This is an optimization exercise on Yosys and OpenROAD, whose aim is small area, a short achievable clock period and few clock cycles, not a production implementation. Where RTL was checked, it was by simulation tests only, not by an equivalence proof against the original. The RTL of runs 2 and 3 was laid out without a check of its function. Power is estimated from default activity; no workload was simulated.

==> flow/design.v <==
module deco8_decode (
    input  wire        clk,
    input  wire        rst,           
    input  wire        start,         
    input  wire        cartlen_ok,    
    output reg         cart_re,
    output reg  [14:0] cart_addr,
    input  wire [7:0]  cart_rdata,
    output reg         out_re,
    output reg  [17:0] out_raddr,
    input  wire [7:0]  out_rdata,
    output reg         out_we,
    output reg  [17:0] out_waddr,
    output reg  [7:0]  out_wdata,
    output reg         done,
    output reg  [15:0] status,
    output reg  [1:0]  version,
    output wire [31:0] magic,
    output wire [15:0] dlen,
    output wire [15:0] hdr6,
    output reg  [17:0] textlen,
    output reg         text_valid,
    output reg         empty
);
    localparam [31:0] MAGIC_V1 = 32'h3A633A00;
    localparam [31:0] MAGIC_V2 = 32'h00707861;
    localparam [14:0] CODE_BASE = 15'h4300;
    localparam [14:0] CLEN_BASE = 15'h4306;
    localparam [14:0] BODY_BASE = 15'h4308;
    localparam IDLE = 0, HDR = 1, CLASS = 2, V0 = 3, V1 = 4, CP = 5, V2H = 6,
               V2C = 7, V2A = 8, V2B = 9, DRAIN = 10, TAIL = 11, ERR = 12;
    localparam NS = 13;
    reg [NS-1:0] st;
    reg        start_r, ok_r;
    reg [1:0]  ver;
    reg        f1, f2;      
    reg [15:0] rc;          
    reg        rz, rle0, r1;    
    reg        g1;          
    reg        g2;          
    reg [2:0]  hidx;        
    reg [3:0]  cnt;         
    reg [18:0] olen_c;      
    reg        ecode;       
    reg        bb;          
    reg        mism;        
    reg [63:0] hdr_o;       
    reg        a_v;         
    reg [7:0]  fq0, fq1, fq2, fq3;
    reg [3:0]  fv;          
    reg [3:0]  ft;          
    reg [3:0]  fz;          
    reg        r_v;         
    reg [7:0]  r_lit;
    reg        r_tab;       
    reg        d_v, d_cp;
    reg [7:0]  d_lit;
    reg [1:0]  u_need;
    reg [2:0]  u_rng;       
    reg        u_bad;
    assign magic = hdr_o[63:32] & {32{text_valid}};
    assign dlen  = hdr_o[31:16] & {16{text_valid}};
    assign hdr6  = hdr_o[15:0]  & {16{text_valid}};
    wire v2 = (ver == 2'd2);
    wire [7:0] tab_r;
    assign tab_r[0] = (r_lit[5] & r_lit[4] & r_lit[2] & ~r_lit[1] & ~r_lit[0])
                     | (r_lit[5] & r_lit[4] & ~r_lit[3] & ~r_lit[2] & r_lit[1])
                     | (~r_lit[4] & r_lit[3] & ~r_lit[1] & ~r_lit[0])
                     | (r_lit[5] & r_lit[3] & r_lit[2])
                     | (~r_lit[5] & ~r_lit[4] & ~r_lit[3] & r_lit[2] & ~r_lit[0])
                     | (r_lit[5] & r_lit[1] & r_lit[0])
                     | (r_lit[3] & r_lit[2] & r_lit[0])
                     | (~r_lit[5] & ~r_lit[4] & r_lit[3] & ~r_lit[2] & ~r_lit[0])
                     | (r_lit[5] & ~r_lit[4] & r_lit[0])
                     | (~r_lit[5] & r_lit[4] & r_lit[0]);
    assign tab_r[1] = (r_lit[5] & ~r_lit[4] & ~r_lit[3] & ~r_lit[2] & r_lit[1])
                     | (r_lit[5] & r_lit[4] & r_lit[2])
                     | (~r_lit[5] & r_lit[3] & r_lit[2] & r_lit[1])
                     | (r_lit[5] & r_lit[3] & ~r_lit[1] & ~r_lit[0])
                     | (r_lit[2] & r_lit[1] & ~r_lit[0])
                     | (~r_lit[5] & ~r_lit[4] & ~r_lit[2] & ~r_lit[1] & r_lit[0])
                     | (~r_lit[5] & r_lit[4] & r_lit[1])
                     | (~r_lit[5] & ~r_lit[4] & ~r_lit[3] & ~r_lit[1] & r_lit[0])
                     | (~r_lit[5] & r_lit[3] & r_lit[1] & ~r_lit[0])
                     | (r_lit[4] & r_lit[1] & ~r_lit[0])
                     | (r_lit[5] & r_lit[4] & ~r_lit[3] & ~r_lit[1] & r_lit[0])
                     | (r_lit[4] & r_lit[3] & r_lit[1]);
    assign tab_r[2] = (r_lit[5] & r_lit[4] & r_lit[3])
                     | (r_lit[3] & ~r_lit[2] & ~r_lit[1] & r_lit[0])
                     | (r_lit[4] & ~r_lit[2] & r_lit[0])
                     | (~r_lit[5] & ~r_lit[4] & ~r_lit[3] & r_lit[2] & r_lit[1] & r_lit[0])
                     | (r_lit[5] & r_lit[3] & r_lit[2] & r_lit[0])
                     | (r_lit[5] & ~r_lit[4] & ~r_lit[3] & ~r_lit[2])
                     | (~r_lit[5] & r_lit[3] & ~r_lit[2] & ~r_lit[0])
                     | (r_lit[5] & r_lit[4] & ~r_lit[1] & ~r_lit[0])
                     | (~r_lit[5] & r_lit[4] & ~r_lit[2]);
    assign tab_r[3] = (~r_lit[5] & ~r_lit[4] & ~r_lit[3] & ~r_lit[2] & ~r_lit[1])
                     | (r_lit[5] & r_lit[4])
                     | (r_lit[3] & ~r_lit[2] & r_lit[1] & r_lit[0])
                     | (r_lit[5] & r_lit[2] & ~r_lit[0])
                     | (~r_lit[4] & r_lit[3] & r_lit[2] & ~r_lit[1] & ~r_lit[0])
                     | (r_lit[4] & r_lit[3] & ~r_lit[2])
                     | (r_lit[5] & r_lit[3] & r_lit[1])
                     | (r_lit[4] & ~r_lit[3] & r_lit[2])
                     | (r_lit[5] & r_lit[2] & ~r_lit[1]);
    assign tab_r[4] = (r_lit[5] & ~r_lit[4] & ~r_lit[3] & ~r_lit[1])
                     | (r_lit[5] & r_lit[4] & r_lit[1] & r_lit[0])
                     | (~r_lit[5] & ~r_lit[4] & ~r_lit[3] & r_lit[1] & r_lit[0])
                     | (~r_lit[5] & ~r_lit[4] & ~r_lit[3] & r_lit[2])
                     | (r_lit[4] & r_lit[3] & r_lit[2])
                     | (r_lit[5] & ~r_lit[3] & ~r_lit[2] & ~r_lit[1])
                     | (r_lit[5] & r_lit[3] & r_lit[2])
                     | (r_lit[3] & r_lit[2] & ~r_lit[1] & ~r_lit[0])
                     | (~r_lit[5] & ~r_lit[4] & r_lit[3] & ~r_lit[2])
                     | (r_lit[5] & ~r_lit[4] & ~r_lit[3] & ~r_lit[2])
                     | (r_lit[5] & r_lit[2] & r_lit[1] & ~r_lit[0])
                     | (r_lit[5] & r_lit[4] & r_lit[3] & r_lit[1]);
    assign tab_r[5] = (r_lit[5] & ~r_lit[4] & ~r_lit[2])
                     | (r_lit[4] & ~r_lit[0])
                     | (~r_lit[5] & r_lit[3])
                     | (r_lit[4] & ~r_lit[1])
                     | (r_lit[2] & ~r_lit[1])
                     | (~r_lit[3] & r_lit[1]);
    assign tab_r[6] = (r_lit[5] & ~r_lit[4] & ~r_lit[3] & ~r_lit[1])
                     | (r_lit[3] & r_lit[2] & r_lit[1])
                     | (r_lit[5] & ~r_lit[4] & r_lit[2] & ~r_lit[0])
                     | (~r_lit[5] & r_lit[4])
                     | (r_lit[5] & ~r_lit[4] & ~r_lit[3] & ~r_lit[2])
                     | (r_lit[3] & r_lit[2] & r_lit[0])
                     | (r_lit[4] & r_lit[3] & r_lit[1]);
    assign tab_r[7] = 1'b0;
    wire [7:0] q0 = fq0;
    wire [7:0] q1 = fq1;
    reg [7:0] mb1, mb2;
    always @(*) begin
        case (hidx[1:0])
            2'd0: begin mb1 = MAGIC_V1[31:24]; mb2 = MAGIC_V2[31:24]; end
            2'd1: begin mb1 = MAGIC_V1[23:16]; mb2 = MAGIC_V2[23:16]; end
            2'd2: begin mb1 = MAGIC_V1[15:8];  mb2 = MAGIC_V2[15:8];  end
            default: begin mb1 = MAGIC_V1[7:0]; mb2 = MAGIC_V2[7:0]; end
        endcase
    end
    wire [18:0] src_x    = olen_c - {7'd0, q0, q1[7:4]};
    wire        len_gt   = (q0 == 8'h3C && {1'b0, q1[3:0]} + 5'd2 > {1'b0, q1[7:4]}) ||
                           (q0 == 8'h3D && q1 == 8'h0F);
    wire        bref_bad = src_x[18] || len_gt;
    wire        stall2   = (q0 == 8'h3C) && (q1[7:4] == 4'd2) && r_v && d_v;
    wire act_v1  = st[V1] && !rle0;
    wire pop2    = act_v1 && fv[1] && !ft[0] && !(g1 && r1) && !stall2;
    wire pop1    = (act_v1 && fv[0] && ft[0]) ||
                   (st[V0] && !rz && fv[0]) ||
                   ((st[HDR] || st[V2H] || st[TAIL]) && fv[0]) ||
                   ((st[V2A] || st[V2B]) && !rz && fv[0]);
    wire [1:0] pop = {pop2, pop1};
    wire emit    = (act_v1 && fv[0] && ft[0]) || pop2 ||
                   (st[V0] && !rz && fv[0] && !fz[0]) ||
                   (st[CP] && !bb);
    wire emit_cp = (pop2 && !fz[0]) || (st[CP] && !bb) ||
                   (st[V2B] && !rz && fv[0]);
    wire v2a_wr  = st[V2A] && !rz && fv[0];
    wire drained = !r_v && !d_v && !out_we && !out_re && !d_cp;
    wire utf_bad = u_bad || (u_need != 2'd0);
    wire fin_short = st[IDLE] && start_r && !ok_r;
    wire fin_clen  = st[V2C] && (rc < 16'd264 || rc > 16'd15616);
    wire fin_drain = st[DRAIN] && drained && (v2 ? (mism || g1) : utf_bad);
    wire fin_ok    = st[TAIL] && fv[0] && (hidx == 3'd7);
    wire fin       = fin_short || fin_clen || fin_drain || fin_ok || st[ERR];
    reg [15:0] fin_status;
    always @(*) begin
        if (st[IDLE])        fin_status = 16'h010B;                
        else if (st[V2C])    fin_status = 16'h0507;                
        else if (st[ERR])    fin_status = ecode ? 16'h040B : 16'h030B;
        else if (st[DRAIN])  fin_status = !v2 ? 16'h020B :         
                                          mism ? 16'h0607 : 16'h010F;
        else                 fin_status = 16'h0001;
    end
    wire trunc   = act_v1 ? 1'b0 : (st[V1] && g2);    
    wire trunc1  = act_v1 && fv[0] && !ft[0] && g1 && r1;
    wire v1_end  = st[V1] && rle0 && !g2;
    wire v0_end  = st[V0] && (rz || (fv[0] && fz[0]));
    wire rs_start = st[IDLE] && start_r && ok_r;
    wire rs_v0    = st[CLASS] && !f1 && !f2;
    wire rs_v2h   = st[CLASS] && !f1 && f2;
    wire rs_body  = (st[V2C] && !fin_clen) || (st[V2A] && rz);
    wire rs_tail  = v0_end || v1_end || (st[V2B] && rz);
    wire restart  = rs_start || rs_v0 || rs_v2h || rs_body || rs_tail;
    wire [14:0] restart_addr = rs_v2h ? CLEN_BASE : rs_body ? BODY_BASE : CODE_BASE;
    reg [NS-1:0] nst;
    always @(*) begin
        nst = {NS{1'b0}};
        if (fin) begin
            nst[IDLE] = 1'b1;
        end else begin
            nst[IDLE]  = st[IDLE] && !start_r;
            nst[HDR]   = rs_start || (st[HDR] && !(fv[0] && hidx == 3'd7));
            nst[CLASS] = st[HDR] && fv[0] && hidx == 3'd7;
            nst[V1]    = (st[CLASS] && f1) || (st[V1] && !v1_end && !trunc && !trunc1 && !pop2) ||
                         (pop2 && fz[0]) || (st[CP] && cnt == 4'd0 && !bb);
            nst[CP]    = (pop2 && !fz[0]) || (st[CP] && cnt != 4'd0 && !bb);
            nst[V0]    = rs_v0 || (st[V0] && !v0_end);
            nst[V2H]   = rs_v2h || (st[V2H] && !(fv[0] && hidx[0]));
            nst[V2C]   = st[V2H] && fv[0] && hidx[0];
            nst[V2A]   = (st[V2C] && !fin_clen) || (st[V2A] && !rz);
            nst[V2B]   = (st[V2A] && rz) || (st[V2B] && !rz);
            nst[DRAIN] = rs_tail || (st[DRAIN] && !drained);
            nst[TAIL]  = (st[DRAIN] && drained) || st[TAIL];
            nst[ERR]   = trunc || trunc1 || (st[CP] && bb);
        end
    end
    wire [2:0] occ   = {2'b00, fv[0]} + {2'b00, fv[1]} + {2'b00, fv[2]} + {2'b00, fv[3]} +
                       {2'b00, a_v} + {2'b00, cart_re};
    wire       room  = pop2 ? (occ < 3'd6) : pop1 ? (occ < 3'd5) : (occ < 3'd4);
    wire       issue = !st[IDLE] && !fin && room;
    wire       in_tab = (cart_rdata != 8'd0) && (cart_rdata <= 8'h3B);
    wire       in_z   = (cart_rdata == 8'd0);
    wire [15:0] rc_m1 = rc - 16'd1;
    wire [15:0] rc_m2 = rc - 16'd2;
    wire        c0 = (rc == 16'd0), c1 = (rc == 16'd1), c2 = (rc == 16'd2), c3 = (rc == 16'd3);
    always @(posedge clk) begin
        a_v <= cart_re && !restart;
        if (restart) begin
            cart_re   <= 1'b1;
            cart_addr <= restart_addr;
        end else begin
            cart_re   <= issue;
            cart_addr <= cart_addr + {14'd0, cart_re};
        end
        if (pop2) begin
            fq0 <= fv[2] ? fq2 : cart_rdata;  ft[0] <= fv[2] ? ft[2] : in_tab;  fz[0] <= fv[2] ? fz[2] : in_z;
            fq1 <= fv[3] ? fq3 : cart_rdata;  ft[1] <= fv[3] ? ft[3] : in_tab;  fz[1] <= fv[3] ? fz[3] : in_z;
            fq2 <= cart_rdata;                ft[2] <= in_tab;                  fz[2] <= in_z;
            fq3 <= cart_rdata;                ft[3] <= in_tab;                  fz[3] <= in_z;
        end else if (pop1) begin
            fq0 <= fv[1] ? fq1 : cart_rdata;  ft[0] <= fv[1] ? ft[1] : in_tab;  fz[0] <= fv[1] ? fz[1] : in_z;
            fq1 <= fv[2] ? fq2 : cart_rdata;  ft[1] <= fv[2] ? ft[2] : in_tab;  fz[1] <= fv[2] ? fz[2] : in_z;
            fq2 <= fv[3] ? fq3 : cart_rdata;  ft[2] <= fv[3] ? ft[3] : in_tab;  fz[2] <= fv[3] ? fz[3] : in_z;
            fq3 <= cart_rdata;                ft[3] <= in_tab;                  fz[3] <= in_z;
        end else begin
            fq0 <= fv[0] ? fq0 : cart_rdata;  ft[0] <= fv[0] ? ft[0] : in_tab;  fz[0] <= fv[0] ? fz[0] : in_z;
            fq1 <= fv[1] ? fq1 : cart_rdata;  ft[1] <= fv[1] ? ft[1] : in_tab;  fz[1] <= fv[1] ? fz[1] : in_z;
            fq2 <= fv[2] ? fq2 : cart_rdata;  ft[2] <= fv[2] ? ft[2] : in_tab;  fz[2] <= fv[2] ? fz[2] : in_z;
            fq3 <= fv[3] ? fq3 : cart_rdata;  ft[3] <= fv[3] ? ft[3] : in_tab;  fz[3] <= fv[3] ? fz[3] : in_z;
        end
        if (restart)
            fv <= 4'b0000;
        else if (pop2)
            fv <= {1'b0, fv[3] & a_v, fv[3] | (fv[2] & a_v), fv[2] | (fv[1] & a_v)};
        else if (pop1)
            fv <= {fv[3] & a_v, fv[3] | (fv[2] & a_v), fv[2] | (fv[1] & a_v), fv[1] | a_v};
        else
            fv <= {fv[3] | (fv[2] & a_v), fv[2] | (fv[1] & a_v), fv[1] | (fv[0] & a_v), fv[0] | a_v};
        if (restart || st[DRAIN])
            hidx <= 3'd0;
        else if (pop1 && (st[HDR] || st[V2H] || st[TAIL]))
            hidx <= hidx + 3'd1;
        if (st[HDR] && fv[0] && !hidx[2]) begin
            f1 <= (f1 || hidx == 3'd0) && (q0 == mb1);
            f2 <= (f2 || hidx == 3'd0) && (q0 == mb2);
        end
        if (st[CLASS]) begin
            ver <= f1 ? 2'd1 : f2 ? 2'd2 : 2'd0;
            g1  <= f1 ? (rc >= 16'd15608) : (rc != 16'd0);
            g2  <= (rc > 16'd15608);
        end
        if ((st[HDR] && hidx[2:1] == 2'b10 && fv[0]) || (st[V2H] && fv[0])) begin
            rc <= {rc[7:0], q0};
        end else if (st[CLASS]) begin
            rc   <= f1 ? ((rc >= 16'd15608) ? 16'd15608 : rc) : 16'd15616;
            rz   <= f1 && c0;
            rle0 <= f1 && c0;
            r1   <= f1 && c1;
        end else if (st[V2C] || (st[V2A] && rz)) begin
            rc   <= 16'd256;
            rz   <= 1'b0;
            rle0 <= 1'b0;
            r1   <= 1'b0;
        end else if (pop2) begin
            rc   <= rc_m2;
            rz   <= c2;
            rle0 <= rc[15] || c0 || c1 || c2;
            r1   <= c3;
        end else if (pop1 && !st[HDR]) begin
            rc   <= rc_m1;
            rz   <= c1;
            rle0 <= rc[15] || c0 || c1;
            r1   <= c2;
        end
        if (st[CLASS])
            olen_c <= 19'h3C0;
        else if (emit)
            olen_c <= olen_c + 19'd1;
        if (st[CP]) cnt <= cnt - 4'd1;
        else        cnt <= q1[3:0];
        if (trunc || trunc1) ecode <= 1'b0;
        else if (st[CP] && bb) ecode <= 1'b1;
        bb <= bref_bad && st[V1];
        out_re <= emit_cp;
        if (st[CP])
            out_raddr <= out_raddr + 18'd1;
        else if (v2)
            out_raddr <= {10'd0, q0};
        else
            out_raddr <= src_x[17:0];
        if (v2)                       r_lit <= rc[7:0];
        else if (st[V1] && !ft[0])    r_lit <= q1;
        else                          r_lit <= q0;
        r_tab <= st[V1] && ft[0];
        d_cp  <= out_re;
        d_lit <= r_tab ? tab_r : r_lit;
        if (rs_start)
            mism <= 1'b0;
        else if (v2 && d_cp && out_rdata != d_lit)
            mism <= 1'b1;
        if (d_cp)        out_wdata <= out_rdata;
        else if (v2a_wr) out_wdata <= rc[7:0];
        else             out_wdata <= d_lit;
        if (rs_start || (st[V2A] && rz))
            out_waddr <= 18'd0;
        else if (v2a_wr)
            out_waddr <= {10'd0, q0};
        else
            out_waddr <= out_waddr + {17'd0, out_we};
        if (st[TAIL] && fv[0]) hdr_o <= {hdr_o[55:0], q0};
        if (rs_start) begin
            u_need <= 2'd0;
            u_rng  <= 3'd0;
            u_bad  <= 1'b0;
        end else if (out_we && !v2) begin
            if (u_need == 2'd0) begin
                u_rng <= 3'd0;
                if (out_wdata < 8'h80) begin
                    u_need <= 2'd0;
                end else if (out_wdata >= 8'hC2 && out_wdata <= 8'hDF) begin
                    u_need <= 2'd1;
                end else if (out_wdata == 8'hE0) begin
                    u_need <= 2'd2; u_rng <= 3'd1;
                end else if (out_wdata == 8'hED) begin
                    u_need <= 2'd2; u_rng <= 3'd2;
                end else if (out_wdata >= 8'hE1 && out_wdata <= 8'hEF) begin
                    u_need <= 2'd2;
                end else if (out_wdata == 8'hF0) begin
                    u_need <= 2'd3; u_rng <= 3'd3;
                end else if (out_wdata == 8'hF4) begin
                    u_need <= 2'd3; u_rng <= 3'd4;
                end else if (out_wdata >= 8'hF1 && out_wdata <= 8'hF3) begin
                    u_need <= 2'd3;
                end else begin
                    u_bad <= 1'b1;
                end
            end else begin
                u_rng <= 3'd0;
                if (out_wdata[7:6] == 2'b10 &&
                    (u_rng == 3'd0 ||
                     (u_rng == 3'd1 &&  out_wdata[5]) ||
                     (u_rng == 3'd2 && !out_wdata[5]) ||
                     (u_rng == 3'd3 &&  (out_wdata[5] | out_wdata[4])) ||
                     (u_rng == 3'd4 && !(out_wdata[5] | out_wdata[4]))))
                    u_need <= u_need - 2'd1;
                else
                    u_bad <= 1'b1;
            end
        end
        if (rst) begin
            st         <= {{(NS-1){1'b0}}, 1'b1};
            start_r    <= 1'b0;
            r_v        <= 1'b0;
            d_v        <= 1'b0;
            out_we     <= 1'b0;
            done       <= 1'b0;
            status     <= 16'h0000;
            version    <= 2'd3;
            textlen    <= 18'd0;
            text_valid <= 1'b0;
            empty      <= 1'b0;
        end else begin
            st      <= nst;
            start_r <= start;
            ok_r    <= cartlen_ok;
            r_v     <= emit && !fin;
            d_v     <= r_v;
            out_we  <= d_v || v2a_wr;
            done    <= fin;
            if (fin) begin
                status <= fin_status;
                if (fin_ok) begin
                    version    <= ver;
                    textlen    <= out_waddr;
                    text_valid <= 1'b1;
                    empty      <= (out_waddr == 18'd0);
                end
            end
        end
    end
endmodule
==> flow/flow/run.sh <==
#!/bin/bash
# The standard layout (standard.sh: the standard synthesis, floorplan,
# placement, CTS and routing) with these changes:
#  - the port buffers are buf_2 cells rather than the default pick, a slow
#    clock-delay cell; every port still gets its buffer;
#  - repair_timing aims at a setup margin of 6.6 ns, so it sizes the logic for a
#    shorter period than the 10 ns clock asks for.
# The clock period and the SDC constraints are the standard flow's, unchanged.
set -euo pipefail
bash standard.sh "BUFFER_PORTS_ARGS=-buffer_cell sky130_fd_sc_hd__buf_2" \
    SETUP_SLACK_MARGIN=6.6  "CTS_ARGS=-sink_clustering_enable -repair_clock_nets -dont_use_dummy_load -sink_clustering_size 30 -sink_clustering_max_diameter 80 -sink_clustering_levels 1 -balance_levels" finish > standard_flow.log 2>&1
==> flow/standard.sh <==
#!/bin/bash
# synth_recipe.tcl (not shown) runs the flow's synth.tcl, then flattens the netlist and writes it again
# the make line also repeats each setting of config.mk as NAME=value (left out here)
make -C /OpenROAD-flow-scripts/flow DESIGN_CONFIG=/design/flow/config.mk WORK_HOME=/design/flow/orfs CLKGATE_MAP_FILE= SYNTH_SCRIPT=/design/flow/synth_recipe.tcl "${@:-finish}"
==> flow/config.mk <==
export PLATFORM = sky130hd
export DESIGN_NAME = deco8_decode
export DESIGN_NICKNAME = deco8_decode
export VERILOG_FILES = /design/flow/design.v
export SDC_FILE = /design/flow/constraint.sdc
export NUM_CORES = 4
export LEC_CHECK = 0
export CAP_MARGIN = 20
export CORE_MARGIN = 2
export CORE_UTILIZATION = 55
export SLEW_MARGIN = 20
==> flow/constraint.sdc <==
create_clock -name core_clock -period 10.0 [get_ports {clk}]
set_input_delay 2.0000 -clock core_clock [delete_from_list [all_inputs] [get_ports {clk}]]
set_output_delay 2.0000 -clock core_clock [all_outputs]
set_load 0.01 [all_outputs]
==> impl_metrics.toml, run 1 <==
[synthesis]
synth_edf_count = 100
synth-seq-cells = 296
synthFlopType = "dfxtp_1"
yosysMostFrequentCell = "dfxtp_1"
ys_types = 87
yosys_warnings = 1
synthesis.area_sq_um = 15100
synth_area_leaders = "dfxtp_1, edfxtp_1, nor2_1"
synth_largest_area_cell = "dfxtp_1"
seq_area_frac_synth = 0.458
async_reset_ff_frac = 0
syn_inst = 1644
syn_area_per_cell_sq_um = 9.20
synth_top_area_frac = 0.259
ys_top_cells_by_count = "dfxtp_1, nor2_1, nand2_1, a21oi_1, edfxtp_1"

[sta]
grt_setup_unrepaired = "true"
fin_crit_sh = 0.340
skew_ps = 49.5
hold_ws_ps = 445
layout_setup_ws_ps = 6600
hold_violations = 0
timing.slew.headroom = 0.340
worst_slew_pin_slew_ps = 989
tns_ps = 0
final-setup-viol-count = 0
slew_viol_final = 0
max_freq_ghz = 0.295
period_minus_slack_ps = 3400

[worst_setup_path]
cp-end-kind = "output port"
crit_slowest_cell = "dfxtp_4"
worst_setup_path_start_kind = "flip-flop"
path_cells = "buf_12 > and2_1 > buf_2"
slowest_delay_ps = 430
crit_buf_inv = 2
crit_arrival_ps = 1400
cp_data_required_time_ps = 8000
path_max_fanout = 33
path_class = "reg2out"
cp_top_family = "flip-flops"

[placed_design]
gp_congestion = 0.893
place_hpwl_um = 27400
placed_cells = 2073
place_ws_ps = 6470
portBuffers = 175

[power]
pwr-share-clk = 0.215
pwr_density_cell_nw_per_um2 = 185
p_comb_frac = 0.256
vdd_drop_max_mv = 0.159
p_int_mw = 2.04
p_sw_mw = 1.02
swShare = 0.334
leakage_nw = 6.72
seqPwrFrac = 0.529

[job]
cap_violations = 0

[floorplan]
dieHeight_um = 170
io_pins = 185
die_w_um = 170
coreArea_sq_um = 27000
dieArea_sq_um = 28800
initial_utilization = 0.561
row_count = 60

[final_layout]
finalNonFillerCells = 2091
fillers = 2409
antennaDiodeCount = 0
fin_util = 0.614
area_growth_syn_to_layout_pct = 9.44
nets = 1813
ff_latch_area_sq_um = 6930
multi_input_area_sq_um = 7640
drive_above_1_share = 0.145

[drt]
ant_nets = 0
drc = 0
drt-total-wl_um = 38700
first_iter_violations = 1095
routed_via_density = 5.86
wl_per_cell_um = 18.5
vias = 12300
firstDrtPassIters = 5

[clocking]
clk_path_buf_depth = 3
cts_tree = "yes"
clock-root-buffer = "clkbuf_16"
clk_pin_slew_worst_paths_ps = 110
worstSkewPairLatency_ps = 510
cts_hold_buf = 0
cts_buffers = 16
cts.sinks = 296
htree_num_levels = 1

[run_status]
status = "finished clean"

[hold_path]
hold_class = "reg2reg"

[global_route]
track_usage = 0.261
grt_max_degree = 65
antenna_found_initial = 0
grt_pass1_vias = 11000
grt_overflow_total = 0
grt_pass1_wl_um = 60300
==> worst register-to-register path, cell delays in order (launching register included) <==
cell and delay [ps]:
dfxtp_1 940, fa_1 540, inv_1 70, fa_1 400, inv_1 70, ha_1 150
fa_1 400, o21bai_1 200, a211oi_1 240, or2_2 130
==> power by group through the flow <==
stage	Sequential [mW]	Clock [mW]	Combinational [mW]
4_1_cts	1.61	0.675	0.782
3_5_place_dp	1.64	0	0.778
5_1_grt	1.64	0.710	0.873
6_report	1.62	0.657	0.784
2_1_floorplan	1.53	0	0.619
3_3_place_gp	1.63	0	0.757
==> flip-flops by register name, summed over array words and instances, names as in the netlist, 4 cells and up, named ones only <==
name,flops
status,7
cnt,4
out_raddr,18
out_wdata,8
fz,4
fq2,8
rc,16
d_lit,8
r_lit,8
fq3,8
st,12
ft,4
fq1,8
out_waddr,18
cart_addr,15
fq0,8
hdr_o,64
fv,4
textlen,18
olen_c,19
==> per-stage QoR <==
| step | area [sq um] | total power [mW] |
|---|---|---|
| floorplan | 15200 | 2.15 |
| CTS | 16500 | 3.07 |
| global placement | 16100 | 2.39 |
| global route | 16600 | 3.22 |
| detailed placement | 16100 | 2.42 |
| finish | 16600 | 3.06 |
==> final cells by class <==
type,count,area share
inverters,46,0.0104
well taps,341,0.0258
clock buffers,16,0.0242
repair buffers,185,0.0594
flip-flops and latches,296,0.419
multi-input cells,1207,0.461
==> worst paths after layout <==
path	startpoint	end	slack, ps	depth (start not counted)
min reg2reg	hdr_o[50]	hdr_o[58]	450	0
max	text_valid	hdr6[2]	6600	3
max reg2reg	fv[1]	cart_re	6810	9
min	hdr_o[50]	hdr_o[58]	450	0
==> cell usage in the layout, fill, tap and decap left out, types with 6 or more instances in the layout <==
master / synthesis / layout
conb_1: 1 / 9
dfxtp_1: 196 / 194
a22oi_1: 8 / 8
ha_1: 37 / 37
a311oi_1: 6 / 6
buf_4: 10 / 8
mux2i_1: 35 / 35
o211ai_1: 26 / 26
a211oi_1: 19 / 19
and2_1: 75 / 74
o31ai_1: 7 / 7
clkbuf_16: 0 / 16
o22ai_1: 13 / 13
nand3_1: 55 / 54
a21o_1: 11 / 11
buf_2: 14 / 175
or3_1: 7 / 7
inv_1: 46 / 46
a22o_1: 7 / 7
nand2b_1: 23 / 23
nand2_1: 159 / 158
nor2_1: 170 / 170
nor4_1: 13 / 13
xor2_1: 53 / 53
o21ai_0: 78 / 78
xnor2_1: 48 / 48
edfxtp_1: 100 / 100
a31oi_1: 12 / 11
mux2_2: 19 / 19
nand4b_1: 7 / 7
a21oi_1: 111 / 111
o21a_1: 11 / 11
nor2b_1: 21 / 20
and3_1: 20 / 20
nor3_1: 28 / 28
nand4_1: 26 / 26
==> metal layers <==
| metal | wire, um | share of wire | global-route usage |
|---|---|---|---|
| met5 | 0 | 0 | 0 |
| met4 | 962 | 0.025 | 0.0676 |
| met3 | 2510 | 0.065 | 0.0286 |
| met1 | 17900 | 0.46 | 0.379 |
| met2 | 17300 | 0.45 | 0.416 |
==> what timing repair did <==
action | 4_1_cts | 5_1_grt
cloned | 1 | 1
setup buffers | 0 | 0
setup endpoints to repair | 74 | 83
resized for setup | 7 | 4
==> cells by family after synthesis <==
| group | share of synthesized area |
|---|---|
| simple gates | 0.212 |
| compound gates | 0.156 |
| flops | 0.458 |
| buf+inv | 0.0421 |
| xor+xnor | 0.0585 |
| mux | 0.0373 |
| fa+ha+maj | 0.0359 |
| other cells | 0.000248 |
Testbench counts, summed over its fixed seeds: cycles 382,588.
==> run 2: changes to the inputs <==
--- a/flow/design.v
+++ b/flow/design.v
@@ -50,5 +50,4 @@
     reg [3:0]  fv;          
     reg [3:0]  ft;          
-    reg [3:0]  fz;          
     reg        r_v;         
     reg [7:0]  r_lit;
@@ -56,7 +55,11 @@
     reg        d_v, d_cp;
     reg [7:0]  d_lit;
-    reg [1:0]  u_need;
-    reg [2:0]  u_rng;       
+    reg [1:0]  u_need;      
+    reg [3:0]  u_ok;        
     reg        u_bad;
+    wire       u_lead2 = (out_wdata[7:5] == 3'b110) && (out_wdata[4:1] != 4'd0);   
+    wire       u_lead3 = (out_wdata[7:4] == 4'b1110);                              
+    wire       u_lead4 = (out_wdata[7:3] == 5'b11110) && (out_wdata[2:0] <= 3'd4);  
+    wire       u_lo0   = (out_wdata[3:0] == 4'd0);
     assign magic = hdr_o[63:32] & {32{text_valid}};
     assign dlen  = hdr_o[31:16] & {16{text_valid}};
@@ -132,4 +135,5 @@
     wire [7:0] q0 = fq0;
     wire [7:0] q1 = fq1;
+    wire       z0 = (q0 == 8'd0);
     reg [7:0] mb1, mb2;
     always @(*) begin
@@ -154,7 +158,7 @@
     wire [1:0] pop = {pop2, pop1};
     wire emit    = (act_v1 && fv[0] && ft[0]) || pop2 ||
-                   (st[V0] && !rz && fv[0] && !fz[0]) ||
+                   (st[V0] && !rz && fv[0] && !z0) ||
                    (st[CP] && !bb);
-    wire emit_cp = (pop2 && !fz[0]) || (st[CP] && !bb) ||
+    wire emit_cp = (pop2 && !z0) || (st[CP] && !bb) ||
                    (st[V2B] && !rz && fv[0]);
     wire v2a_wr  = st[V2A] && !rz && fv[0];
@@ -178,5 +182,5 @@
     wire trunc1  = act_v1 && fv[0] && !ft[0] && g1 && r1;
     wire v1_end  = st[V1] && rle0 && !g2;
-    wire v0_end  = st[V0] && (rz || (fv[0] && fz[0]));
+    wire v0_end  = st[V0] && (rz || (fv[0] && z0));
     wire rs_start = st[IDLE] && start_r && ok_r;
     wire rs_v0    = st[CLASS] && !f1 && !f2;
@@ -196,6 +200,6 @@
             nst[CLASS] = st[HDR] && fv[0] && hidx == 3'd7;
             nst[V1]    = (st[CLASS] && f1) || (st[V1] && !v1_end && !trunc && !trunc1 && !pop2) ||
-                         (pop2 && fz[0]) || (st[CP] && cnt == 4'd0 && !bb);
-            nst[CP]    = (pop2 && !fz[0]) || (st[CP] && cnt != 4'd0 && !bb);
+                         (pop2 && z0) || (st[CP] && cnt == 4'd0 && !bb);
+            nst[CP]    = (pop2 && !z0) || (st[CP] && cnt != 4'd0 && !bb);
             nst[V0]    = rs_v0 || (st[V0] && !v0_end);
             nst[V2H]   = rs_v2h || (st[V2H] && !(fv[0] && hidx[0]));
@@ -213,5 +217,4 @@
     wire       issue = !st[IDLE] && !fin && room;
     wire       in_tab = (cart_rdata != 8'd0) && (cart_rdata <= 8'h3B);
-    wire       in_z   = (cart_rdata == 8'd0);
     wire [15:0] rc_m1 = rc - 16'd1;
     wire [15:0] rc_m2 = rc - 16'd2;
@@ -227,18 +230,18 @@
         end
         if (pop2) begin
-            fq0 <= fv[2] ? fq2 : cart_rdata;  ft[0] <= fv[2] ? ft[2] : in_tab;  fz[0] <= fv[2] ? fz[2] : in_z;
-            fq1 <= fv[3] ? fq3 : cart_rdata;  ft[1] <= fv[3] ? ft[3] : in_tab;  fz[1] <= fv[3] ? fz[3] : in_z;
-            fq2 <= cart_rdata;                ft[2] <= in_tab;                  fz[2] <= in_z;
-            fq3 <= cart_rdata;                ft[3] <= in_tab;                  fz[3] <= in_z;
+            fq0 <= fv[2] ? fq2 : cart_rdata;  ft[0] <= fv[2] ? ft[2] : in_tab;
+            fq1 <= fv[3] ? fq3 : cart_rdata;  ft[1] <= fv[3] ? ft[3] : in_tab;
+            fq2 <= cart_rdata;                ft[2] <= in_tab;
+            fq3 <= cart_rdata;                ft[3] <= in_tab;
         end else if (pop1) begin
-            fq0 <= fv[1] ? fq1 : cart_rdata;  ft[0] <= fv[1] ? ft[1] : in_tab;  fz[0] <= fv[1] ? fz[1] : in_z;
-            fq1 <= fv[2] ? fq2 : cart_rdata;  ft[1] <= fv[2] ? ft[2] : in_tab;  fz[1] <= fv[2] ? fz[2] : in_z;
-            fq2 <= fv[3] ? fq3 : cart_rdata;  ft[2] <= fv[3] ? ft[3] : in_tab;  fz[2] <= fv[3] ? fz[3] : in_z;
-            fq3 <= cart_rdata;                ft[3] <= in_tab;                  fz[3] <= in_z;
+            fq0 <= fv[1] ? fq1 : cart_rdata;  ft[0] <= fv[1] ? ft[1] : in_tab;
+            fq1 <= fv[2] ? fq2 : cart_rdata;  ft[1] <= fv[2] ? ft[2] : in_tab;
+            fq2 <= fv[3] ? fq3 : cart_rdata;  ft[2] <= fv[3] ? ft[3] : in_tab;
+            fq3 <= cart_rdata;                ft[3] <= in_tab;
         end else begin
-            fq0 <= fv[0] ? fq0 : cart_rdata;  ft[0] <= fv[0] ? ft[0] : in_tab;  fz[0] <= fv[0] ? fz[0] : in_z;
-            fq1 <= fv[1] ? fq1 : cart_rdata;  ft[1] <= fv[1] ? ft[1] : in_tab;  fz[1] <= fv[1] ? fz[1] : in_z;
-            fq2 <= fv[2] ? fq2 : cart_rdata;  ft[2] <= fv[2] ? ft[2] : in_tab;  fz[2] <= fv[2] ? fz[2] : in_z;
-            fq3 <= fv[3] ? fq3 : cart_rdata;  ft[3] <= fv[3] ? ft[3] : in_tab;  fz[3] <= fv[3] ? fz[3] : in_z;
+            fq0 <= fv[0] ? fq0 : cart_rdata;  ft[0] <= fv[0] ? ft[0] : in_tab;
+            fq1 <= fv[1] ? fq1 : cart_rdata;  ft[1] <= fv[1] ? ft[1] : in_tab;
+            fq2 <= fv[2] ? fq2 : cart_rdata;  ft[2] <= fv[2] ? ft[2] : in_tab;
+            fq3 <= fv[3] ? fq3 : cart_rdata;  ft[3] <= fv[3] ? ft[3] : in_tab;
         end
         if (restart)
@@ -324,36 +327,16 @@
         if (rs_start) begin
             u_need <= 2'd0;
-            u_rng  <= 3'd0;
             u_bad  <= 1'b0;
         end else if (out_we && !v2) begin
             if (u_need == 2'd0) begin
-                u_rng <= 3'd0;
-                if (out_wdata < 8'h80) begin
-                    u_need <= 2'd0;
-                end else if (out_wdata >= 8'hC2 && out_wdata <= 8'hDF) begin
-                    u_need <= 2'd1;
-                end else if (out_wdata == 8'hE0) begin
-                    u_need <= 2'd2; u_rng <= 3'd1;
-                end else if (out_wdata == 8'hED) begin
-                    u_need <= 2'd2; u_rng <= 3'd2;
-                end else if (out_wdata >= 8'hE1 && out_wdata <= 8'hEF) begin
-                    u_need <= 2'd2;
-                end else if (out_wdata == 8'hF0) begin
-                    u_need <= 2'd3; u_rng <= 3'd3;
-                end else if (out_wdata == 8'hF4) begin
-                    u_need <= 2'd3; u_rng <= 3'd4;
-                end else if (out_wdata >= 8'hF1 && out_wdata <= 8'hF3) begin
-                    u_need <= 2'd3;
-                end else begin
-                    u_bad <= 1'b1;
-                end
+                u_need <= u_lead2 ? 2'd1 : u_lead3 ? 2'd2 : u_lead4 ? 2'd3 : 2'd0;
+                if (out_wdata[7] && !u_lead2 && !u_lead3 && !u_lead4) u_bad <= 1'b1;
+                u_ok <= (u_lead3 && u_lo0)                  ? 4'b1100 :
+                        (u_lead3 && out_wdata[3:0] == 4'hD) ? 4'b0011 :
+                        (u_lead4 && u_lo0)                  ? 4'b1110 :
+                        (u_lead4 && out_wdata[2])           ? 4'b0001 : 4'b1111;
             end else begin
-                u_rng <= 3'd0;
-                if (out_wdata[7:6] == 2'b10 &&
-                    (u_rng == 3'd0 ||
-                     (u_rng == 3'd1 &&  out_wdata[5]) ||
-                     (u_rng == 3'd2 && !out_wdata[5]) ||
-                     (u_rng == 3'd3 &&  (out_wdata[5] | out_wdata[4])) ||
-                     (u_rng == 3'd4 && !(out_wdata[5] | out_wdata[4]))))
+                u_ok <= 4'b1111;
+                if (out_wdata[7:6] == 2'b10 && u_ok[out_wdata[5:4]])
                     u_need <= u_need - 2'd1;
                 else
==> flow/flow/run.sh (replaced) <==
#!/bin/bash
# The standard layout (standard.sh: the standard synthesis, floorplan,
# placement, CTS and routing) with these changes:
#  - the port buffers are buf_2 cells rather than the default pick, a slow
#    clock-delay cell; every port still gets its buffer;
#  - repair_timing aims at a setup margin of 6.3 ns, so it sizes the logic for a
#    shorter period than the 10 ns clock asks for.
# The clock period and the SDC constraints are the standard flow's, unchanged.
set -euo pipefail
bash standard.sh "BUFFER_PORTS_ARGS=-buffer_cell sky130_fd_sc_hd__buf_2" \
    SETUP_SLACK_MARGIN=6.3  "CTS_ARGS=-sink_clustering_enable -repair_clock_nets -dont_use_dummy_load -sink_clustering_size 30 -sink_clustering_max_diameter 80" finish > standard_flow.log 2>&1
==> run 2 against run 1 <==
Largest cell class unchanged. Sequential cell count decreased by 4. Synthesized cell count decreased by 1.5%. Final area decreased by 2.1%. Highest routed layer unchanged. Combinational power increased by 5.0%. Via count decreased by 1.3%. Sequential share of layout area increased by 0.50 points.
==> impl_metrics.toml, run 2 <==
[placed_design]
portBuffers = 175
place_ws_ps = 5980
place_hpwl_um = 26600
placed_cells = 2058
gp_congestion = 0.917

[worst_setup_path]
cp-end-kind = "output port"
path_max_fanout = 65
r2r_start = "hidx[0]"
cp_data_required_time_ps = 8000
worst_setup_path_start_kind = "flip-flop"
ff2ff_path_depth = 8
cp-startpoint = "text_valid"
crit_arrival_ps = 1580
path_class = "reg2out"

[sta]
tns_ps = 0
fin_crit_sh = 0.358
timing.slew.headroom = 0.370
worst_slew_pin_slew_ps = 943
skew_ps = 76.2
slew_viol_final = 0
period_minus_slack_ps = 3580
final-setup-viol-count = 0
grt_setup_unrepaired = "false"
hold_violations = 0
layout_setup_ws_ps = 6420
max_freq_ghz = 0.280

[drt]
ant_nets = 0
wl_per_cell_um = 18.1
firstDrtPassIters = 5
first_iter_violations = 1112
vias = 12100
drc = 0
drt-total-wl_um = 37600
routed_via_density = 5.83

[synthesis]
yosysMostFrequentCell = "dfxtp_1"
ys_types = 76
synthFlopType = "dfxtp_1"
yosys_warnings = 1
synth_edf_count = 102
syn_inst = 1620
async_reset_ff_frac = 0
syn_area_per_cell_sq_um = 9.14
synth-seq-cells = 292
synth_top_area_frac = 0.257
seq_area_frac_synth = 0.464
ys_top_cells_by_count = "dfxtp_1, nand2_1, nor2_1, edfxtp_1, a21oi_1"
synth_area_leaders = "dfxtp_1, edfxtp_1, nand2_1"
synth_largest_area_cell = "dfxtp_1"
synthesis.area_sq_um = 14800

[global_route]
grt_overflow_total = 0
grt_pass1_vias = 11000
track_usage = 0.261
grt_pass1_wl_um = 60000
antenna_found_initial = 0
grt_max_degree = 66

[final_layout]
finalNonFillerCells = 2073
area_growth_syn_to_layout_pct = 9.41
largest_reg_flops = 64
layout_common_cells = "dfxtp_1, buf_2, nand2_1"
reg.largest.list = "hdr_o: 64 flops, olen_c: 19 flops"
drive_above_1_share = 0.139
final_common_cell = "dfxtp_1"
nets = 1795
largest_register = "hdr_o"
fin_util = 0.606
antennaDiodeCount = 0

[power]
pwr_density_cell_nw_per_um2 = 192
leakage_nw = 6.56
vdd_drop_max_mv = 0.170
p_total_mw = 3.11

[floorplan]
die_w_um = 168
io_pins = 185
dieHeight_um = 168
coreArea_sq_um = 26700
dieArea_sq_um = 28300
row_count = 60
initial_utilization = 0.554

[clocking]
post-cts-setup-buffers = 0
htree_num_levels = 1
clk_pin_slew_worst_paths_ps = 120
clock-root-buffer = "clkbuf_16"
cts.sinks = 292
cts_buffers = 15
cts_tree = "yes"
worstSkewPairLatency_ps = 530
clk_path_buf_depth = 3

[hold_path]
hold_start = "out_re"
hold_depth = 0
hold_class = "reg2reg"

[job]
cap_violations = 0

[run_status]
status = "finished clean"
==> run 2: changes by cell type in the layout (fill, tap and decap cells not counted), moves of 6 or more <==
cell	before	now
nor4_1	13	25
nor2_1	170	153
and2_1	74	68
nor3_1	28	46
o211ai_1	26	18
o21ai_0	78	87
a21oi_1	111	100
nand2b_1	23	12
==> run 2: path summary, 6_finish.rpt <==
kind	end	slack (ps)
max	dlen[0]	6420
min	d_cp	430
max reg2reg	st[0]	6650
min reg2reg	d_cp	430
==> run 2: cell families (layout without fill, tap and decap cells) <==
| family | after synthesis | after routing | synth area share |
|---|---|---|---|
| AO/OA/AOI/OAI | 344 | 344 | 0.146 |
| XOR/XNOR | 98 | 98 | 0.0579 |
| adder cells (fa/ha/maj) | 41 | 41 | 0.0367 |
| buffers and inverters | 147 | 251 | 0.0409 |
| flip-flops | 292 | 292 | 0.464 |
| multiplexers | 57 | 57 | 0.0400 |
| other | 1 | 9 | 0.000253 |
| AND/OR/NAND/NOR | 640 | 640 | 0.214 |
==> run 2: worst max-delay path, cell delays in order (launching register included) <==
cell and delay, ps:
dfxtp_1 390, buf_6 300, and2_1 200, buf_2 140
==> run 2: final cells by class <==
cell class / count / area (sq um)
sequential: 292 / 6870
fill: 2390 / 10500
inverter: 48 / 180
timing repair buffer: 188 / 981
clock buffer: 15 / 375
tap: 341 / 427
multi-input combinational: 1189 / 7380
==> run 2: power breakdown <==
part | switching [mW] | internal, mW
Clock | 0.363 | 0.271
Sequential | 0.275 | 1.38
Combinational | 0.435 | 0.388
==> run 2: per-stage QoR <==
stage | hold WS [ps] | cell area (sq um)
finish | 428 | 16200
global route | 410 | 16200
CTS | 415 | 16200
detailed placement | 413 | 15800
global placement | 409 | 15800
floorplan | 402 | 14800
==> run 2: layer usage <==
metal	GRT usage	up-vias	share of wire
li1	-	5972	-
met1	0.387	5706	0.48
met2	0.407	365	0.45
met3	0.0275	49	0.056
met4	0.0746	0	0.023
met5	0	-	0
==> run 2: what timing repair did <==
action                     4_1_cts  5_1_grt
setup endpoints to repair        1        0
gates resized for setup          1        0
hold buffers                     0        0
==> run 3: changes to the inputs <==
==> flow/flow/run.sh (replaced) <==
#!/bin/bash
# The standard layout (standard.sh: the standard synthesis, floorplan,
# placement, CTS and routing) with these changes:
#  - the port buffers are buf_2 cells rather than the default pick, a slow
#    clock-delay cell; every port still gets its buffer;
#  - repair_timing aims at a setup margin of 6.5 ns, so it sizes the logic for a
#    shorter period than the 10 ns clock asks for.
# The clock period and the SDC constraints are the standard flow's, unchanged.
set -euo pipefail
bash standard.sh "BUFFER_PORTS_ARGS=-buffer_cell sky130_fd_sc_hd__buf_2" \
    SETUP_SLACK_MARGIN=6.5  "CTS_ARGS=-sink_clustering_enable -repair_clock_nets -dont_use_dummy_load -sink_clustering_size 30 -sink_clustering_max_diameter 80" finish > standard_flow.log 2>&1
==> run 3 against run 2 <==
Still clean on timing, DRC and antenna. Register-to-register slack gained 80 ps. First-iteration DRC count shrank 21%. Die area unchanged. Clock skew is 4.1 ps higher. Critical endpoint is now hdr6[4]. Core utilization up 0.21 points.
==> impl_metrics.toml, run 3 <==
[sta]
fin_crit_sh = 0.339
max_freq_ghz = 0.295
period_minus_slack_ps = 3390
final-setup-viol-count = 0
worst_slew_pin_slew_ps = 989
hold_violations = 0
slew_viol_final = 0
skew_ps = 80.4
tns_ps = 0
timing.slew.headroom = 0.340
hold_ws_ps = 388
layout_setup_ws_ps = 6610
grt_setup_unrepaired = "false"

[drt]
vias = 12100
ant_nets = 0
drc = 0
drt-total-wl_um = 37900
wl_per_cell_um = 18.3
routed_via_density = 5.85
first_iter_violations = 876
firstDrtPassIters = 5

[final_layout]
drive_above_1_share = 0.142
multi_input_area_sq_um = 7390
reg.largest.list = "hdr_o: 64 flops, olen_c: 19 flops"
layout_common_cells = "dfxtp_1, buf_2, nand2_1"
largest_reg_flops = 64
antennaDiodeCount = 0
nets = 1797
area_growth_syn_to_layout_pct = 9.79
largest_register = "hdr_o"
ff_latch_area_sq_um = 6870
finalNonFillerCells = 2075
final_common_cell = "dfxtp_1"
fillers = 2380

[power]
vdd_drop_max_mv = 0.139
swShare = 0.343
p_sw_mw = 1.07
seqPwrFrac = 0.524
pwr-share-clk = 0.204
pwr_density_cell_nw_per_um2 = 191
p_int_mw = 2.04
p_comb_frac = 0.272
p_total_mw = 3.11
leakage_nw = 6.58

[worst_setup_path]
crit_arrival_ps = 1390
cp_data_required_time_ps = 8000
worst_setup_path_start_kind = "flip-flop"
r2r_slack_ps = 6730
path_class = "reg2out"
cp-end-kind = "output port"
path_max_fanout = 32
ff2ff_path_depth = 7

[global_route]
grt_overflow_total = 0
grt_max_degree = 66
grt_pass1_wl_um = 59900
antenna_found_initial = 1
grt_pass1_vias = 11200
track_usage = 0.261

[hold_path]
hold_class = "reg2reg"
hold_depth = 0

[clocking]
worstSkewPairLatency_ps = 530
post-cts-setup-buffers = 0
cts_tree = "yes"
cts_buffers = 15
htree_num_levels = 1
clk_pin_slew_worst_paths_ps = 110
cts.sinks = 292
clk_path_buf_depth = 3
clock-root-buffer = "clkbuf_16"

[floorplan]
dieHeight_um = 168
die_w_um = 168
row_count = 60
coreArea_sq_um = 26700
io_pins = 185
dieArea_sq_um = 28300
initial_utilization = 0.554

[synthesis]
yosys_warnings = 1
synthesis.area_sq_um = 14800
synth-seq-cells = 292
synth_area_leaders = "dfxtp_1, edfxtp_1, nand2_1"
ys_types = 76
async_reset_ff_frac = 0
seq_area_frac_synth = 0.464
synthFlopType = "dfxtp_1"
synth_edf_count = 102
yosysMostFrequentCell = "dfxtp_1"
synth_largest_area_cell = "dfxtp_1"
synth_top_area_frac = 0.257
syn_area_per_cell_sq_um = 9.14
syn_inst = 1620
ys_top_cells_by_count = "dfxtp_1, nand2_1, nor2_1, edfxtp_1, a21oi_1"

[placed_design]
portBuffers = 175
placed_cells = 2059
place_ws_ps = 6210
place_hpwl_um = 27000
gp_congestion = 0.922

[job]
cap_violations = 0

[run_status]
status = "finished clean"
run 3: cell type report:
cell class,count,area share
Clock buffer,15,0.0231
Inverter,48,0.0111
Multi-Input combinational cell,1189,0.455
Sequential cell,292,0.422
Tap cell,341,0.0262
Timing Repair Buffer,190,0.0626
run 3: repair_timing:
| item | CTS | global route |
|---|---|---|
| gates resized for setup | 4 | 3 |
| hold buffers | 0 | 0 |
| endpoints found under the setup margin | 80 | 70 |
| gates cloned | 0 | 1 |
run 3: critical path, cell delays in order (launching register included):
cell and delay [ps]:
dfxtp_2 410, clkbuf_16 210, and2_1 130, buf_2 130
run 3: per-layer routing:
metal  GRT usage  wire (um)  share of wire
met1       0.378      17700           0.47
met2       0.408      16800           0.44
met3      0.0376       2340          0.062
met4      0.0817       1060          0.028
met5           0         13        0.00034
run 3: path summary, 6_finish.rpt:
| kind | start | to |
|---|---|---|
| max | text_valid | hdr6[4] |
| min | out_re | d_cp |
| max reg2reg | fq0[6] | rc[15] |
| min reg2reg | out_re | d_cp |
run 3: cell families after synthesis:
family / count (synthesis) / share of synthesized area
compound gates: 344 / 0.146
simple gates: 640 / 0.214
buf+inv: 147 / 0.0409
xor+xnor: 98 / 0.0579
fa+ha+maj: 41 / 0.0367
mux: 57 / 0.0400
other cells: 1 / 0.000253
flops: 292 / 0.464
run 3: through the flow:
step | instance area [sq um] | utilization
2_1_floorplan | 14900 | -
3_3_place_gp | 15800 | 0.593
3_5_place_dp | 15800 | 0.593
4_1_cts | 16200 | 0.607
5_1_grt | 16300 | 0.609
6_report | 16300 | 0.609
run 3: power groups by stage:
stage / sequential, mW / clock (mW) / combinational (mW)
floorplan: 1.54 / 0 / 0.672
global placement: 1.65 / 0 / 0.826
detailed placement: 1.65 / 0 / 0.836
CTS: 1.63 / 0.652 / 0.840
global route: 1.66 / 0.684 / 0.948
finish: 1.63 / 0.633 / 0.846
==> run 4: changes to the inputs <==
--- a/flow/design.v
+++ b/flow/design.v
@@ -166,5 +166,8 @@
     wire utf_bad = u_bad || (u_need != 2'd0);
     wire fin_short = st[IDLE] && start_r && !ok_r;
-    wire fin_clen  = st[V2C] && (rc < 16'd264 || rc > 16'd15616);
+    wire clen_lo   = (rc[15:9] == 7'd0) && (!rc[8] || rc[7:3] == 5'd0);
+    wire clen_hi   = (rc[15:14] != 2'd0) || (rc[13:8] > 6'h3D) ||
+                     (rc[13:8] == 6'h3D && rc[7:0] != 8'd0);
+    wire fin_clen  = st[V2C] && (clen_lo || clen_hi);
     wire fin_drain = st[DRAIN] && drained && (v2 ? (mism || g1) : utf_bad);
     wire fin_ok    = st[TAIL] && fv[0] && (hidx == 3'd7);
@@ -217,6 +220,7 @@
     wire       issue = !st[IDLE] && !fin && room;
     wire       in_tab = (cart_rdata != 8'd0) && (cart_rdata <= 8'h3B);
-    wire [15:0] rc_m1 = rc - 16'd1;
-    wire [15:0] rc_m2 = rc - 16'd2;
+    wire [14:0] rc_hd = rc[15:1] - 15'd1;
+    wire [15:0] rc_m1 = rc[0] ? {rc[15:1], 1'b0} : {rc_hd, 1'b1};
+    wire [15:0] rc_m2 = {rc_hd, rc[0]};
     wire        c0 = (rc == 16'd0), c1 = (rc == 16'd1), c2 = (rc == 16'd2), c3 = (rc == 16'd3);
     always @(posedge clk) begin
==> run 4 against run 3 <==
Hold slack improved by 3.6 ps. Critical endpoint is now hdr6[10]. Core utilization increased by 0.76 points. Total power decreased by 7.9%. Combinational power decreased by 25%. Via count decreased by 0.82%. Clock skew decreased by 38 ps. Count of clock-buffer cells in the layout increased by 1. Wire length decreased by 0.49%. Sequential cell count unchanged. Sequential power decreased by 3%. Non-clock buffer count decreased by 2.
==> impl_metrics.toml, run 4 <==
[placed_design]
place_hpwl_um = 27200
portBuffers = 175
gp_congestion = 0.894
placed_area_sq_um = 15600
place_ws_ps = 6210

[worst_setup_path]
crit_buf_inv = 2
path_max_fanout = 33
path_class = "reg2out"
cp-end-kind = "output port"
cp_data_required_time_ps = 8000
path_cells = "buf_12 > and2_1 > buf_2"
worst_setup_path_start_kind = "flip-flop"
cp_top_family = "flip-flops"
slowest_delay_ps = 390
crit_slowest_cell = "dfxtp_2"
crit_arrival_ps = 1380

[synthesis]
synth-seq-cells = 292
synthFlopType = "dfxtp_1"
yosys_warnings = 1
synth_largest_area_cell = "dfxtp_1"
seq_area_frac_synth = 0.470
async_reset_ff_frac = 0
synth_top_area_frac = 0.260
synth_edf_count = 102
synth_area_leaders = "dfxtp_1, edfxtp_1, nand2_1"
syn_area_per_cell_sq_um = 9.17
yosysMostFrequentCell = "dfxtp_1"
ys_top_cells_by_count = "dfxtp_1, nand2_1, nor2_1, a21oi_1, edfxtp_1"
synthesis.area_sq_um = 14600
ys_types = 83
syn_inst = 1593

[floorplan]
die_w_um = 167
io_pins = 185
row_count = 59
dieHeight_um = 167
initial_utilization = 0.561
coreArea_sq_um = 26100
dieArea_sq_um = 27900

[clocking]
cts_hold_buf = 0
clock-root-buffer = "clkbuf_16"
worstSkewPairLatency_ps = 520
cts_tree = "yes"
clk_path_buf_depth = 3
clk_pin_slew_worst_paths_ps = 110
post-cts-setup-buffers = 0
cts_buffers = 16
htree_num_levels = 1
cts.sinks = 292

[sta]
tns_ps = 0
fin_crit_sh = 0.338
hold_violations = 0
hold_ws_ps = 392
layout_setup_ws_ps = 6620
skew_ps = 42.2
slew_viol_final = 0
grt_setup_unrepaired = "false"
final-setup-viol-count = 0
worst_slew_pin_slew_ps = 1070
timing.slew.headroom = 0.280
period_minus_slack_ps = 3380
max_freq_ghz = 0.296

[power]
seqPwrFrac = 0.551
p_sw_mw = 0.919
swShare = 0.321
pwr-share-clk = 0.228
vdd_drop_max_mv = 0.210
p_int_mw = 1.94
leakage_nw = 6.53
p_comb_frac = 0.221
pwr_density_cell_nw_per_um2 = 178

[final_layout]
largest_reg_flops = 64
drive_above_1_share = 0.144
layout_common_cells = "dfxtp_1, buf_2, nand2_1, nor2_1, a21oi_1"
fin_util = 0.616
final_common_cell = "dfxtp_1"
area_growth_syn_to_layout_pct = 9.90
reg.largest.list = "hdr_o: 64 flops, olen_c: 19 flops"
antennaDiodeCount = 0
largest_register = "hdr_o"
final_area_sq_um = 16100
nets = 1768

[drt]
drc = 0
wl_per_cell_um = 18.5
firstDrtPassIters = 7
ant_nets = 0
first_iter_violations = 1090
drt-total-wl_um = 37800
vias = 12000
routed_via_density = 5.88

[global_route]
grt_pass1_vias = 11000
grt_pass1_wl_um = 59600
track_usage = 0.261
antenna_found_initial = 0
grt_max_degree = 67
grt_overflow_total = 0

[hold_path]
hold_class = "reg2reg"

[run_status]
status = "finished clean"

[job]
cap_violations = 0
## run 4: cell type report
cell class | instances | area (sq um)
well taps | 335 | 419
flip-flops and latches | 292 | 6870
multi-input cells | 1168 | 7190
fillers | 2397 | 10000
repair buffers | 188 | 1000
clock buffers | 16 | 400
inverters | 47 | 176
## run 4: path summary, 6_finish.rpt
kind	start	endpoint	slack [ps]	cells after the start
setup / recovery	text_valid	hdr6[10]	6620	3
hold / removal	out_re	d_cp	390	0
setup reg to reg	fq0[6]	olen_c[15]	6840	6
hold reg to reg	out_re	d_cp	390	0
## run 4: cell families after synthesis
logic type,after synthesis,synth area share
adders and majority gates,35,0.0320
xor gates and xnor gates,103,0.0618
AOI/OAI and AO/OA,354,0.153
muxes,54,0.0386
other,1,0.000257
and+or+nand+nor,613,0.204
buffers and inverters,141,0.0408
DFF,292,0.470
## run 4: metrics by stage
step           power, mW  instances
2_1_floorplan       2.01       1601
3_3_place_gp        2.21       2029
3_5_place_dp        2.23       2029
4_1_cts             2.87       2045
5_1_grt             3.03       2046
6_report            2.86       2046
## run 4: what timing repair did
item                       CTS  global route
cloned                       0             1
setup endpoints to repair   64            63
gates resized for setup      2             2
## run 4: routing by layer
layer  track usage  vias to the layer above  wire (um)
li1              -                     5876          -
met1         0.375                     5717      17500
met2         0.411                      385      17000
met3        0.0399                       53       2280
met4        0.0705                        0        913
met5             0                        -          0
## run 4: power by group through the flow
| stage | sequential (mW) | combinational (mW) | clock, mW |
|---|---|---|---|
| 2_1_floorplan | 1.49 | 0.524 | 0 |
| 3_3_place_gp | 1.60 | 0.612 | 0 |
| 3_5_place_dp | 1.60 | 0.629 | 0 |
| 4_1_cts | 1.57 | 0.632 | 0.669 |
| 5_1_grt | 1.60 | 0.715 | 0.711 |
| 6_report | 1.58 | 0.632 | 0.654 |
Testbench counts of run 4, summed over its fixed seeds: cycles 382,588.
==> run 5: changes to the inputs <==
--- a/flow/flow/run.sh
+++ b/flow/flow/run.sh
@@ -9,3 +9,3 @@
 set -euo pipefail
 bash standard.sh "BUFFER_PORTS_ARGS=-buffer_cell sky130_fd_sc_hd__buf_2" \
-    SETUP_SLACK_MARGIN=6.5  "CTS_ARGS=-sink_clustering_enable -repair_clock_nets -dont_use_dummy_load -sink_clustering_size 30 -sink_clustering_max_diameter 80" finish > standard_flow.log 2>&1
+    SETUP_SLACK_MARGIN=6.5  "CTS_ARGS=-repair_clock_nets -dont_use_dummy_load" finish > standard_flow.log 2>&1
==> run 5 against run 4 <==
Still clean. Cell count increased by 1.6%. Die area unchanged. Maximum frequency decreased by 0.56%. Wire length increased by 2.6%. Via count increased by 1.9%. Synthesized area unchanged. Clock power increased by 100%. Sequential share of layout area decreased by 2.1 points. Sequential cell count unchanged. Setup slack got worse by 19 ps. Critical path type unchanged. Critical endpoint is now hdr6[6]. Largest cell class unchanged.
==> impl_metrics.toml, run 5 <==
[run_status]
status = "finished clean"

[drt]
firstDrtPassIters = 5
drc = 0
drt-total-wl_um = 38700
routed_via_density = 5.90
vias = 12300
wl_per_cell_um = 18.6
ant_nets = 0
first_iter_violations = 1058

[worst_setup_path]
cp_top_family = "flip-flops"
r2r_slack_ps = 6830
path_class = "reg2out"
ff2ff_path_depth = 6
crit_buf_inv = 2
cp-end-kind = "output port"
path_cells = "buf_12 > and2_1 > buf_2"
r2r_start = "fq0[0]"
reg2reg_to = "olen_c[15]"
worstSetupPathDepth = 3
path_max_fanout = 33
slowest_delay_ps = 380
crit_arrival_ps = 1400
cp_data_required_time_ps = 8000
worst_setup_path_start_kind = "flip-flop"
crit_slowest_cell = "dfxtp_2"

[synthesis]
synth_area_leaders = "dfxtp_1, edfxtp_1, nand2_1"
synth_edf_count = 102
synthSimpleGateAreaFrac = 0.204
synthFlopType = "dfxtp_1"
synth_largest_area_cell = "dfxtp_1"
synth-compound-area-share = 0.153
muxShareOfSynthArea = 0.0386
seq_area_frac_synth = 0.470
ys_types = 83
synthAdderAreaFrac = 0.0320
synth_top_area_frac = 0.260
syn_area_per_cell_sq_um = 9.17
syn_inst = 1593
synthesis.area_sq_um = 14600
synth-seq-cells = 292
synth-xor-area-share = 0.0618
yosys_warnings = 1
ys_top_cells_by_count = "dfxtp_1, nand2_1, nor2_1, a21oi_1, edfxtp_1"
yosysMostFrequentCell = "dfxtp_1"
async_reset_ff_frac = 0
synth_top_family_by_area = "simple AND/OR/NAND/NOR gates"

[sta]
max_freq_ghz = 0.295
layout_setup_ws_ps = 6600
hold_violations = 0
worst_slew_pin_slew_ps = 1020
fin_crit_sh = 0.340
timing.slew.headroom = 0.316
skew_ps = 35.0
final-setup-viol-count = 0
slew_viol_final = 0
grt_setup_unrepaired = "false"
period_minus_slack_ps = 3400
tns_ps = 0

[floorplan]
dieArea_sq_um = 27900
initial_utilization = 0.561
io_pins = 185
die_w_um = 167
coreArea_sq_um = 26100
dieHeight_um = 167
row_count = 59

[placed_design]
gp_congestion = 0.894
place_ws_ps = 6210
portBuffers = 175
place_hpwl_um = 27200

[clocking]
clock-root-buffer = "clkbuf_16"
worstSkewPairLatency_ps = 560
clk_pin_slew_worst_paths_ps = 80
clk_path_buf_depth = 3
cts.sinks = 292
post-cts-setup-buffers = 0
cts_tree = "yes"
htree_num_levels = 5
cts_buffers = 49

[power]
pwr_density_cell_nw_per_um2 = 210
leakage_nw = 6.93
vdd_drop_max_mv = 0.136

[hold_path]
min_to = "hdr_o[17]"
hold_depth = 0
hold_start = "hdr_o[9]"
hold_class = "reg2reg"

[final_layout]
final_common_cell = "dfxtp_1"
area_growth_syn_to_layout_pct = 15.6
antennaDiodeCount = 0
largest_register = "hdr_o"
nets = 1801
largest_reg_flops = 64
drive_above_1_share = 0.161
layout_common_cells = "dfxtp_1, buf_2, nand2_1, nor2_1, a21oi_1"
reg.largest.list = "hdr_o: 64 flops, olen_c: 19 flops"

[global_route]
antenna_found_initial = 0
grt_overflow_total = 0
track_usage = 0.272
grt_max_degree = 67
grt_pass1_vias = 11400
grt_pass1_wl_um = 61300

[job]
cap_violations = 0
==> run 5: cell counts after synthesis <==
No cell type changed its count.
==> run 5: worst max path at each step <==
| stage | end | startpoint | slack [ps] |
|---|---|---|---|
| 3_3_place_gp | ft[0] | cart_rdata[5] | 6290 |
| 4_1_cts | hdr6[6] | text_valid | 6510 |
| 6_report | hdr6[6] | text_valid | 6600 |
| 2_1_floorplan | ft[0] | cart_rdata[5] | 6560 |
| 3_5_place_dp | ft[0] | cart_rdata[5] | 6210 |
| 5_1_grt | hdr6[6] | text_valid | 6540 |
==> run 5: cell type report <==
| type | count | area, sq um |
|---|---|---|
| tap | 335 | 419 |
| sequential | 292 | 6870 |
| inverter | 47 | 176 |
| timing repair buffer | 188 | 1000 |
| clock buffer | 49 | 1230 |
| fill | 2326 | 9180 |
| multi-input combinational | 1168 | 7190 |
==> run 5: cell families after synthesis <==
logic type	after synthesis
flops	292
buf+inv	141
simple gates	613
mux	54
other cells	1
compound gates	354
xor+xnor	103
fa+ha+maj	35
==> run 5: stage by stage <==
| stage | area [sq um] | hold slack [ps] | power, mW | util | instances |
|---|---|---|---|---|---|
| 2_1_floorplan | 14600 | 393 | 2.01 | - | 1601 |
| 3_3_place_gp | 15600 | 420 | 2.21 | 0.599 | 2029 |
| 3_5_place_dp | 15600 | 420 | 2.23 | 0.599 | 2029 |
| 4_1_cts | 16800 | 417 | 3.56 | 0.647 | 2078 |
| 5_1_grt | 16900 | 433 | 3.72 | 0.648 | 2079 |
| 6_report | 16900 | 425 | 3.54 | 0.648 | 2079 |
==> run 5: timing repair <==
action	in CTS	in global routing
gates cloned	0	1
resized for setup	2	2
setup endpoints to repair	64	61
hold buffers	0	0
==> run 5: power by group <==
part	switching, mW	internal, mW
Sequential	0.220	1.36
Clock	0.478	0.851
Combinational	0.334	0.301
==> run 5: per-layer routing <==
layer  part of all wire  vias to the layer above  track usage
li1                   -                     5957            -
met1               0.45                     5820        0.380
met2               0.46                      423        0.425
met3              0.067                       58       0.0528
met4              0.022                        0       0.0907
met5                  0                        -            0
==> run 5: worst register-to-register path: cells and delay by family (launching register included) <==
kind / cells / cell delay, ps
simple gates: 4 / 1460
compound gates: 1 / 840
flops: 1 / 550
xor+xnor: 1 / 180

==> port drivers added, routing unchanged <==
How much do the figures lean on ideal ports? The routed layouts below were timed once more, with nothing changed but the port constraints.
Step 1 assumes that a clkbuf_16 drives the clock port and a buf_2 every other input.
Step 2 times the ports against the registers' clock, not the clock port: input delays grow and output delays shrink by t, the midpoint of the rising clock arrivals with the driver on.
a / b / c = ideal ports / drivers / drivers and shift; a / b = the first two.
run | t (ns) | slack for setup (ns) | worst slew at a driven data input, ns
run 1 | 0.536 | 6.605 / 6.554 / 6.427 | 0.06
run 2 | 0.543 | 6.424 / 6.375 / 5.954 | 0.04
run 3 | 0.536 | 6.605 / 6.556 / 6.250 | 0.03
run 4 | 0.547 | 6.624 / 6.571 / 6.195 | 0.07
run 5 | 0.597 | 6.605 / 6.554 / 6.069 | 0.07
After both steps every run listed still meets setup and hold. For run 5, which loses most, drivers alone change the setup slack by -0.051 ns; drivers and shift together by -0.536 ns.
